From an optimization exercise on the open Yosys and OpenROAD flow, aimed at small area, a short achievable clock period and few clock cycles; shortcuts taken in it are not production practice. Only simulation tests tie the RTL to the original design; equivalence was not proved. Power and IR drop assume default switching activity.

## AL
==> flow/design.v <==
module nbc_stream_enc (
    input  wire        clk,
    input  wire        rst,
    input  wire        cmd_valid,
    output wire        cmd_ready,
    input  wire [31:0] cmd_count,
    input  wire [1:0]  cmd_mode,
    input  wire [63:0] cmd_acc,
    input  wire        in_valid,
    output wire        in_ready,
    input  wire [63:0] in_data,
    output wire        out_valid,
    input  wire        out_ready,
    output wire [63:0] out_data,
    output wire [3:0]  out_nbytes,
    output wire        out_last
);
    localparam MODE_DELTA = 2'd1;
    localparam MODE_XOR   = 2'd2;
    integer j, i;
    reg        active;       
    reg [31:0] rem;          
    reg [2:0]  gpos;         
    reg        i_v, i_c, i_x, i_e, i_l;
    reg [2:0]  i_pos;
    reg [63:0] i_d;
    reg [1:0]  mode;
    reg [63:0] acc;          
    reg        i_sub;        
    reg        i_xor;        
    reg        gopen;        
    reg [15:0] nz_acc;       
    reg [6:0]  m_acc;
    reg        pend_full;
    reg [15:0] pend_nz;      
    reg [4:0]  pend_n;       
    reg [7:0]  pend_m;
    reg        pend_last;    
    reg [63:0] sd [0:8];
    reg [8:0]  tv, tc, tf, tz;
    reg        noop;         
    reg [135:0] nbuf;        
    reg [5:0]   cnt;         
    reg         fin;         
    reg [3:0]   lnb;         
    reg [4:0]   blk_n;       
    reg [6:0]   bm;          
    reg         blk_last;    
    reg  [5:0]  hl;          
    assign out_valid  = cnt[5] | cnt[4] | fin;
    assign out_last   = fin & (cnt == 6'd16);
    assign out_data   = nbuf[63:0];
    assign out_nbytes = lnb;
    wire xfer = out_valid & out_ready;
    wire v0 = tv[0];
    wire c0 = tc[0];
    wire f0 = tf[0];
    wire head_noop = noop;
    reg  lt16;               
    reg  ok2;                
    reg  blk_pre;            
    wire head_go = head_noop | lt16 | (out_ready & ok2);
    wire blocked = blk_pre & ~(v0 & f0);
    wire step    = head_go & (i_v | ~gopen);
    wire mv      = step & i_v & ~blocked;
    wire pk      = step & ~head_noop;
    reg  in_ra, in_rb, cmd_ra, cmd_rb;
    assign cmd_ready = cmd_ra | (cmd_rb & out_ready);
    assign in_ready  = in_ra | (in_rb & out_ready);
    wire s8_free  = ~i_v | mv;
    wire cmd_fire = cmd_valid & ~active & s8_free;
    wire in_fire  = in_valid & active & s8_free;
    wire last_v   = (rem == 32'd1);
    wire [63:0] acc_m = acc & {64{i_sub | i_xor}};
    wire [63:0] dif   = i_d - acc;
    wire [63:0] t_val = i_sub ? dif : (i_d ^ acc_m);
    wire [63:0] bw    = dif ^ i_d ^ acc;
    reg [15:0] nzt;
    always @(*)
        for (i = 0; i < 16; i = i + 1)
            if (i_sub && i > 0 && bw[4*i])
                nzt[i] = (i_d[4*i +: 4] != acc[4*i +: 4] + 4'd1);
            else
                nzt[i] = (i_d[4*i +: 4] != acc_m[4*i +: 4]);
    wire zt = (i_d == acc_m);
    wire [15:0] nz_new = (i_x ? 16'd0 : nz_acc) | nzt;
    reg  [7:0]  m_full;
    always @(*)
        for (j = 0; j < 8; j = j + 1)
            m_full[j] = (j < i_pos) ? m_acc[j] : ((j == i_pos) ? zt : 1'b1);
    reg [4:0] n_enc;
    always @(*) begin
        n_enc = 5'd0;
        for (i = 0; i < 16; i = i + 1)
            if (pend_nz[i]) n_enc = i + 1;
    end
    wire [4:0] n_use = f0 ? pend_n : blk_n;
    wire       z0    = f0 ? pend_m[0] : bm[0];
    wire       more  = f0 ? ~&pend_m[7:1] : ~&bm[6:1];
    wire [5:0] len   = f0 ? (6'd4 + {1'b0, (pend_m[0] ? 5'd0 : pend_n)}) : hl;
    wire [3:0] q     = cnt[3:0];
    wire [5:0] tot0  = {2'b00, q} + len;
    wire       pad   = ~c0 & ~more & tot0[0];
    wire [5:0] tot   = tot0 + {5'd0, pad};
    wire       fin_set = c0 ? tz[0] : ((f0 ? pend_last : blk_last) & ~more);
    wire [79:0]  app   = f0 ? {sd[0], pend_m, 3'b000, pend_n} : {16'd0, sd[0]};
    wire       bm_n0 = (v0 & ~c0) ? (f0 ? pend_m[1] : bm[1]) : bm[0];
    wire [4:0] bn_n  = (v0 & f0) ? pend_n : blk_n;
    wire [5:0] hl_n  = tc[1] ? 6'd8 : (bm_n0 ? 6'd0 : {1'b0, bn_n});
    wire [135:0] app_s = {56'd0, app} << {q, 2'b00};
    wire [135:0] base  = xfer ? {64'd0, nbuf[135:64]} : nbuf;
    wire [5:0]   bcnt  = xfer ? cnt - 6'd16 : cnt;
    wire         bfin  = fin & ~(xfer & out_last);
    wire [5:0]   tot_r = (tot[3:0] == 4'd0) ? tot : {tot[5:4] + 2'd1, 4'd0};
    reg [5:0] cnt_n;
    reg       fin_n;
    always @(*) begin
        if (pk) begin
            cnt_n = fin_set ? tot_r : tot;
            fin_n = fin_set;
        end else begin
            cnt_n = bcnt;
            fin_n = bfin;
        end
    end
    wire take   = cmd_fire | in_fire;
    wire i_v_n  = take | (i_v & ~mv);
    wire i_c_n  = take ? cmd_fire : i_c;
    wire i_e_n  = take ? ((gpos == 3'd7) | last_v) : i_e;
    wire pf_n   = (mv & ~i_c & i_e) | (pend_full & ~(step & v0 & f0));
    wire act_n  = cmd_fire ? (cmd_count != 32'd0) : (active & ~(in_fire & last_v));
    wire v0_n   = step ? tv[1] : tv[0];
    wire f0_n   = step ? tf[1] : tf[0];
    wire noop_n = step ? (~tv[1] | (~tc[1] & ~tf[1] & bm_n0)) : noop;
    wire lt16_n = ~cnt_n[5] & ~cnt_n[4];
    wire ok2_n  = fin_n ? (cnt_n == 6'd16) : ~cnt_n[5];
    wire bpre_n = i_v_n & ~i_c_n & i_e_n & pf_n;
    wire blk_n_ = bpre_n & ~(v0_n & f0_n);
    wire ra_n   = ~i_v_n | (~blk_n_ & (noop_n | lt16_n));
    wire rb_n   = ~blk_n_ & ok2_n;
    always @(posedge clk) begin
        if (cmd_fire) begin
            rem  <= cmd_count;
            gpos <= 3'd0;
            mode <= cmd_mode;
        end else if (in_fire) begin
            rem  <= rem - 32'd1;
            gpos <= ((gpos == 3'd7) | last_v) ? 3'd0 : gpos + 3'd1;
        end
        if (cmd_fire | in_fire) begin
            i_d   <= cmd_fire ? {32'd0, cmd_count} : in_data;
            i_c   <= cmd_fire;
            i_x   <= cmd_fire ? (cmd_count == 32'd0) : (gpos == 3'd0);
            i_e   <= (gpos == 3'd7) | last_v;
            i_l   <= last_v;
            i_pos <= gpos;
            i_sub <= ~cmd_fire & (mode == MODE_DELTA);
            i_xor <= ~cmd_fire & (mode == MODE_XOR);
        end
        if (cmd_fire)
            acc <= cmd_acc;
        else if (mv & ~i_c)
            acc <= i_d;
        pend_n <= n_enc;
        if (mv & ~i_c) begin
            if (i_e) begin
                pend_nz   <= nz_new;
                pend_m    <= m_full;
                pend_last <= i_l;
            end else begin
                nz_acc       <= nz_new;
                m_acc[i_pos] <= zt;
            end
        end
        if (step) begin
            for (j = 0; j < 8; j = j + 1)
                sd[j] <= sd[j+1];
            sd[8] <= t_val;
            tc <= {i_c, tc[8:1]};
            tf <= {~i_c & i_x, tf[8:1]};
            tz <= {i_c & i_x, tz[8:1]};
        end
        if (step & v0 & ~c0) begin
            if (f0) begin
                bm       <= pend_m[7:1];
                blk_n    <= pend_n;
                blk_last <= pend_last;
            end else begin
                bm <= {1'b1, bm[6:1]};
            end
        end
        if (pk & fin_set)
            lnb <= (tot[3:0] == 4'd0) ? 4'd8 : {1'b0, tot[3:1]};
        if (pk)
            nbuf <= (c0 ? 136'd0 : base) | app_s;
        else
            nbuf <= base;
        if (rst) begin
            active    <= 1'b0;
            i_v       <= 1'b0;
            gopen     <= 1'b0;
            pend_full <= 1'b0;
            tv        <= 9'd0;
            noop      <= 1'b1;
            hl        <= 6'd0;
            in_ra     <= 1'b0;
            in_rb     <= 1'b0;
            cmd_ra    <= 1'b1;
            cmd_rb    <= 1'b0;
            cnt       <= 6'd0;
            fin       <= 1'b0;
            lt16      <= 1'b1;
            ok2       <= 1'b1;
            blk_pre   <= 1'b0;
        end else begin
            active <= act_n;
            in_ra  <= act_n & ra_n;
            in_rb  <= act_n & rb_n;
            cmd_ra <= ~act_n & ra_n;
            cmd_rb <= ~act_n & rb_n;
            i_v <= cmd_fire | in_fire | (i_v & ~mv);
            if (mv & ~i_c)
                gopen <= ~i_e;
            if (mv & ~i_c & i_e)
                pend_full <= 1'b1;
            else if (step & v0 & f0)
                pend_full <= 1'b0;
            if (step) begin
                tv   <= {mv, tv[8:1]};
                noop <= noop_n;
                hl   <= hl_n;
            end
            cnt     <= cnt_n;
            fin     <= fin_n;
            lt16    <= lt16_n;
            ok2     <= ok2_n;
            blk_pre <= bpre_n;
        end
    end
endmodule
==> flow/config.mk <==
export PLATFORM = sky130hd
export DESIGN_NAME = nbc_stream_enc
export DESIGN_NICKNAME = nbc_stream_enc
export VERILOG_FILES = /design/flow/design.v
export SDC_FILE = /design/flow/constraint.sdc
export NUM_CORES = 4
export LEC_CHECK = 0
export ABC_CLOCK_PERIOD_IN_PS = 3600
export CAP_MARGIN = 5
export CORE_MARGIN = 2
export CORE_UTILIZATION = 40
export CTS_CLUSTER_DIAMETER = 110
export CTS_CLUSTER_SIZE = 25
export SETUP_SLACK_MARGIN = 4.4
export SLEW_MARGIN = 5
export TNS_END_PERCENT = 10
==> flow/constraint.sdc <==
create_clock -name core_clock -period 8.0 [get_ports {clk}]
set_input_delay 1.6000 -clock core_clock [delete_from_list [all_inputs] [get_ports {clk}]]
set_output_delay 1.6000 -clock core_clock [all_outputs]
set_load 0.01 [all_outputs]
standard.sh (not shown) runs the stock make flow with config.mk's settings and CLKGATE_MAP_FILE= SYNTH_SCRIPT=/design/flow/synth_recipe.tcl, a recipe that flattens the netlist after the stock synthesis.
==> flow/flow/run.sh <==
#!/bin/bash
# The standard layout, except that the I/O ports are buffered with
# sky130_fd_sc_hd__buf_2 cells instead of the delay buffers that buffer_ports
# picks by default. Every port still gets its own buffer.
set -euo pipefail
export BUFFER_PORTS_ARGS="-buffer_cell sky130_fd_sc_hd__buf_2"
bash standard.sh > standard_flow.log 2>&1
Testbench counts of AL, summed over its fixed seeds: cycles 15,253.
What JK does differently from AL at the input level:
--- a/flow/design.v
+++ b/flow/design.v
@@ -46,7 +46,6 @@
     reg [4:0]   blk_n;       
     reg [6:0]   bm;          
     reg         blk_last;    
-    reg  [5:0]  hl;          
     assign out_valid  = cnt[5] | cnt[4] | fin;
     assign out_last   = fin & (cnt == 6'd16);
     assign out_data   = nbuf[63:0];
@@ -97,7 +96,7 @@
     wire [4:0] n_use = f0 ? pend_n : blk_n;
     wire       z0    = f0 ? pend_m[0] : bm[0];
     wire       more  = f0 ? ~&pend_m[7:1] : ~&bm[6:1];
-    wire [5:0] len   = f0 ? (6'd4 + {1'b0, (pend_m[0] ? 5'd0 : pend_n)}) : hl;
+    wire [5:0] len   = c0 ? 6'd8 : ({1'b0, f0, 2'b00} + {1'b0, (z0 ? 5'd0 : n_use)});
     wire [3:0] q     = cnt[3:0];
     wire [5:0] tot0  = {2'b00, q} + len;
     wire       pad   = ~c0 & ~more & tot0[0];
@@ -105,8 +104,6 @@
     wire       fin_set = c0 ? tz[0] : ((f0 ? pend_last : blk_last) & ~more);
     wire [79:0]  app   = f0 ? {sd[0], pend_m, 3'b000, pend_n} : {16'd0, sd[0]};
     wire       bm_n0 = (v0 & ~c0) ? (f0 ? pend_m[1] : bm[1]) : bm[0];
-    wire [4:0] bn_n  = (v0 & f0) ? pend_n : blk_n;
-    wire [5:0] hl_n  = tc[1] ? 6'd8 : (bm_n0 ? 6'd0 : {1'b0, bn_n});
     wire [135:0] app_s = {56'd0, app} << {q, 2'b00};
     wire [135:0] base  = xfer ? {64'd0, nbuf[135:64]} : nbuf;
     wire [5:0]   bcnt  = xfer ? cnt - 6'd16 : cnt;
@@ -202,7 +199,6 @@
             pend_full <= 1'b0;
             tv        <= 9'd0;
             noop      <= 1'b1;
-            hl        <= 6'd0;
             in_ra     <= 1'b0;
             in_rb     <= 1'b0;
             cmd_ra    <= 1'b1;
@@ -228,7 +224,6 @@
             if (step) begin
                 tv   <= {mv, tv[8:1]};
                 noop <= noop_n;
-                hl   <= hl_n;
             end
             cnt     <= cnt_n;
             fin     <= fin_n;
Going from AL to JK, met2 layer wire length in the routed design lost about 0.7%, clock network fraction of total power picked up an extra 0.9 points, signed area change from the synthesized netlist to the final layout picked up an extra 1.1 points. JK against AL: sequential cell count of the final layout -5, fill cell instance count of the final layout -1.6%.
Testbench counts of JK, summed over its fixed seeds: cycles 15,253.

-- port drivers added, routing unchanged --
Ports are ideal in the flow. The routed layouts listed here were re-timed in OpenROAD.
Step 1 (the two cells are an assumption about what drives the block):
set clk [get_ports {clk}]
set_driving_cell -lib_cell sky130_fd_sc_hd__clkbuf_16 $clk
set_driving_cell -lib_cell sky130_fd_sc_hd__buf_2 [delete_from_list [all_inputs] $clk]
Step 2 times the ports against the registers' clock, not the clock port: input delays grow and output delays shrink by t, the midpoint of the rising clock arrivals with the driver on.
Three values: ideal, step 1, step 2; two values: the first two.
run	t (ns)	setup WS [ns]	hold slack, ns	worst setup path after step 2	clock arrival spread, ns
AL	0.722	4.243 / 4.138 / 3.702	0.414 / 0.414 / 0.414	input to register	0.055 / 0.055
JK	0.719	4.245 / 4.245 / 3.829	0.415 / 0.415 / 0.415	input to register	0.050 / 0.050
After both steps setup and hold are still met in every run listed. For AL, which loses most, drivers alone change the setup slack by -0.105 ns; drivers and shift together by -0.541 ns.
